From an optimization exercise on the open Yosys and OpenROAD flow, aimed at small area; shortcuts taken in it are not production practice. Function was checked by simulation only, so behaviour that the tests miss may differ from the original. Power figures rest on the tool's default switching activity, not on a simulated workload.

== build 14 ==
==> flow/design.v (excerpt) <==
module nibble_core #(
    parameter W = 320,
    parameter H = 240
) (
    input  wire         clk,
    input  wire         rst_n,         
    input  wire         cmd_valid,
    output wire         cmd_ready,
    input  wire [127:0] cmd_word,
    output wire         done,
    output wire [2:0]   result,
    output wire         vram_req,
    output wire         vram_we,
    output wire [15:0]  vram_addr,
    output wire [7:0]   vram_wdata,
    input  wire         vram_gnt,
    input  wire [7:0]   vram_rdata,
    output wire         text_req,
    output wire [15:0]  text_addr,
    input  wire         text_gnt,
    input  wire [7:0]   text_rdata,
    output wire         font_req,
    output wire [8:0]   font_addr,
    input  wire         font_gnt,
    input  wire [7:0]   font_rdata
);
    localparam RB  = W / 2;
    localparam SBC = RB * H;
    localparam S_IDLE  = 4'd0;
    localparam S_FIN   = 4'd1;
    localparam S_RD    = 4'd2;    
    localparam S_WR    = 4'd3;    
    localparam S_SRD   = 4'd4;    
    localparam S_SCHK  = 4'd5;    
    localparam S_TRD   = 4'd6;    
    localparam S_FRD   = 4'd7;    
  ...
Size: ~120 flip-flops, about 220 I/O pins, about 0.0078 sq mm of cells after synthesis.
clock: 6.5 ns
lec_check: 0
cap_margin: 20
core_margin: 2
core_utilization: 62
cts_buf_list: sky130_fd_sc_hd__clkbuf_8
gpl_timing_driven: 0
place_density: 0.72
slew_margin: 20
standard.sh (not shown) runs the stock make flow with config.mk's settings and CLKGATE_MAP_FILE= SYNTH_SCRIPT=/design/flow/synth_recipe.tcl, a recipe that flattens the netlist after the stock synthesis.
==> flow/flow/run.sh <==
#!/bin/bash
# Layout flow: the standard ORFS flow (standard.sh), with these changes:
#  - synthesis is ORFS's own synthesis script (the one standard.sh uses), but
#    ABC maps the logic with an area-oriented script (flow/abc_deep.script)
#    instead of ORFS's default one; registers are mapped before ABC runs, so
#    they are the standard synthesis's registers;
#  - adders are not mapped to half/full-adder cells first, so ABC maps
#    them with the rest of the logic (ADDER_MAP_FILE empty);
#  - the port buffers are sky130_fd_sc_hd__buf_1 cells;
#  - clock tree synthesis adds no dummy loads (-dont_use_dummy_load).
# Each step writes its full output to a log file of its own in this folder.
set -euo pipefail
cd "$(dirname "$0")/.."
rm -rf synth_scripts
cp -r "$FLOW_HOME/scripts" synth_scripts
cp flow/abc_deep.script synth_scripts/abc_speed.script
bash standard.sh "SCRIPTS_DIR=$PWD/synth_scripts" ADDER_MAP_FILE= synth > synth.log 2>&1
bash standard.sh "BUFFER_PORTS_ARGS=-buffer_cell sky130_fd_sc_hd__buf_1" \
  "CTS_ARGS=-sink_clustering_enable -repair_clock_nets -buf_list sky130_fd_sc_hd__clkbuf_8 -dont_use_dummy_load" \
  finish > layout.log 2>&1
==> flow/flow/abc_deep.script <==
&get -n
&st
&deepsyn -T 30
&dch -f
&nf -a -R 1000
&st
&dch -f
&nf -a -R 1000
&st
&dch -f
&nf -a -R 1000
&put
topo
stime -c
Build 14 closes out successfully: all stages finished, all timing, DRC and antenna checks passed.
Setup changes, build 14 to build 29
--- a/flow/flow/run.sh
+++ b/flow/flow/run.sh
@@ -10 +10,2 @@
-#  - clock tree synthesis adds no dummy loads (-dont_use_dummy_load).
+#  - clock tree synthesis adds no dummy loads (-dont_use_dummy_load) and
+#    clusters up to 24 sinks per leaf buffer.
@@ -19 +20 @@
-  "CTS_ARGS=-sink_clustering_enable -repair_clock_nets -buf_list sky130_fd_sc_hd__clkbuf_8 -dont_use_dummy_load" \
+  "CTS_ARGS=-sink_clustering_enable -repair_clock_nets -buf_list sky130_fd_sc_hd__clkbuf_8 -sink_clustering_size 24 -sink_clustering_max_diameter 120 -dont_use_dummy_load" \
Results
The area of the core reported for build 29 is greater than that of build 14 by 50 sq um. According to the power report, total power for build 29 is lower than for build 14. Run comparison: build 14 launch point of the critical path cmd_word[10]; build 29 launch point of the critical path cmd_word[8]. There was hardly any difference in deepest level of the CTS H-tree between build 14 and build 29. Multiplexer area fraction after synthesis: build 29 > build 14. The final net count on build 14 is in line with that on build 29. The instance count of the mapped netlist was comparable across build 29 and build 14. Build 29 vs build 14, maximum ir drop on the vdd rail went up by 0.011 mV. The synthesis-to-finish area growth on build 14 is in line with that on build 29.
## Diff of input files: build 83 against build 29
--- a/flow/flow/run.sh
+++ b/flow/flow/run.sh
@@ -9,3 +9 @@
-#  - the port buffers are sky130_fd_sc_hd__buf_1 cells;
-#  - clock tree synthesis adds no dummy loads (-dont_use_dummy_load) and
-#    clusters up to 24 sinks per leaf buffer.
+#  - the port buffers are sky130_fd_sc_hd__buf_1 cells.
@@ -19,3 +17 @@
-bash standard.sh "BUFFER_PORTS_ARGS=-buffer_cell sky130_fd_sc_hd__buf_1" \
-  "CTS_ARGS=-sink_clustering_enable -repair_clock_nets -buf_list sky130_fd_sc_hd__clkbuf_8 -sink_clustering_size 24 -sink_clustering_max_diameter 120 -dont_use_dummy_load" \
-  finish > layout.log 2>&1
+bash standard.sh "BUFFER_PORTS_ARGS=-buffer_cell sky130_fd_sc_hd__buf_1" finish > layout.log 2>&1
--- a/flow/config.mk
+++ b/flow/config.mk
@@ -10 +10 @@
-export CORE_UTILIZATION = 62
+export CORE_UTILIZATION = 55
@@ -12,2 +12 @@
-export GPL_TIMING_DRIVEN = 0
-export PLACE_DENSITY = 0.72
+export PLACE_DENSITY = 0.65
==> summary.txt <==
The launching element of the worst setup path comes out cmd_word[8] in one run and G[1] in the other, namely in build 29 and build 83 respectively. Combinational group share of total power was higher in the run labelled build 29. | first-pass GRT wire length | higher: build 83 |. Delta(final area, build 83 - build 29) > 0. Going from build 29 to build 83, count of cells along the worst register-to-register path has decreased, synthesized area has decreased, setup TNS after final layout ~0 delta.

lane 1:
Starting RTL as in the previous note.
==> flow/config.mk <==
export PLATFORM = sky130hd
export DESIGN_NAME = nibble_core
export DESIGN_NICKNAME = nibble_core
export VERILOG_FILES = /design/flow/design.v
export SDC_FILE = /design/flow/constraint.sdc
export NUM_CORES = 4
export LEC_CHECK = 0
export CAP_MARGIN = 20
export CORE_MARGIN = 2
export CORE_UTILIZATION = 55
export CTS_BUF_LIST = sky130_fd_sc_hd__clkbuf_8
export GPL_TIMING_DRIVEN = 0
export PLACE_DENSITY = 0.65
export SLEW_MARGIN = 20
==> flow/constraint.sdc <==
create_clock -name core_clock -period 6.5 [get_ports {clk}]
set_input_delay 1.3000 -clock core_clock [delete_from_list [all_inputs] [get_ports {clk}]]
set_output_delay 1.3000 -clock core_clock [all_outputs]
set_load 0.01 [all_outputs]
==> flow/flow/run.sh <==
#!/bin/bash
# Layout flow: the standard ORFS flow (standard.sh), with these changes:
#  - synthesis is ORFS's own synthesis script (the one standard.sh uses), but
#    ABC maps the logic with an area-oriented script (flow/abc_deep.script)
#    instead of ORFS's default one; registers are mapped before ABC runs, so
#    they are the standard synthesis's registers;
#  - adders are not mapped to half/full-adder cells first, so ABC maps
#    them with the rest of the logic (ADDER_MAP_FILE empty);
#  - the port buffers are sky130_fd_sc_hd__buf_1 cells;
#  - clock tree synthesis adds no dummy loads (-dont_use_dummy_load).
# Each step writes its full output to a log file of its own in this folder.
set -euo pipefail
cd "$(dirname "$0")/.."
rm -rf synth_scripts
cp -r "$FLOW_HOME/scripts" synth_scripts
cp flow/abc_deep.script synth_scripts/abc_speed.script
bash standard.sh "SCRIPTS_DIR=$PWD/synth_scripts" ADDER_MAP_FILE= synth > synth.log 2>&1
bash standard.sh "BUFFER_PORTS_ARGS=-buffer_cell sky130_fd_sc_hd__buf_1" \
  "CTS_ARGS=-sink_clustering_enable -repair_clock_nets -buf_list sky130_fd_sc_hd__clkbuf_8 -dont_use_dummy_load" \
  finish > layout.log 2>&1
Scripts as last shown in full above: flow/flow/abc_deep.script
--- input diff lane 1..lane 2 ---
Settings: CORE_UTILIZATION now 68, was 55; PLACE_DENSITY now 0.78, was 0.65.
[summary]
Summary of lane 2 over lane 1: insertion delay of the later-clocked pin in the worst-skew pair rose by 0.02 ns, average wire per cell in the routed design rose by about 0.9%, utilization after layout rose by 14 points, final critical path time including I/O delays and setup rose by 0.16 ns, routed length on met3 rose by about 14%. For synthesized netlist cell count, lane 2 and lane 1 come out practically identical. Global-route wire length before repair across lane 2 and lane 1: no real change. On relative area change from synthesis to final layout: between lane 2 and lane 1, it ends up higher for lane 1. Static power due to leakage: lane 2 vs lane 1 down 0.93%. Cmp lane 2 and lane 1 / aggregate routed wire length / higher: lane 1. Any difference in switching component of the power between lane 2 and lane 1 is small enough to ignore.

## afterwards: timing with drivers on the ports
Ports are ideal in the flow. The routed layouts listed here were re-timed in OpenROAD. Step 1 assumes that a clkbuf_16 drives the clock port and a buf_2 every other input. Step 2 also shifts input and output timing later by t, the mid clock arrival at the registers, as if the neighbouring blocks saw the same clock. Three values: ideal, step 1, step 2; two values: the first two.
run | t (ns) | slack for setup (ns) | worst setup path after step 2 | latest minus earliest clock arrival (ns) | worst register clock-pin slew, ns
build 14 | 0.483 | 0.721 / 0.727 / 0.245 | input to register | 0.029 / 0.029 | 0.08 / 0.08
build 29 | 0.480 | 0.208 / 0.223 / -0.257 | input to register | 0.028 / 0.028 | 0.08 / 0.08
build 83 | 0.510 | 0.892 / 0.851 / 0.471 | input to register | 0.017 / 0.017 | 0.10 / 0.10
lane 1 | 0.478 | 0.419 / 0.435 / -0.043 | input to register | 0.032 / 0.032 | 0.08 / 0.08
lane 2 | 0.496 | 0.264 / 0.280 / -0.216 | input to register | 0.032 / 0.032 | 0.08 / 0.08
With both steps, setup timing fails in build 29, lane 1 and lane 2, where it was met with ideal ports. The setup slack of lane 2, which loses most, moves by +0.016 ns with the drivers and by -0.480 ns with both steps.
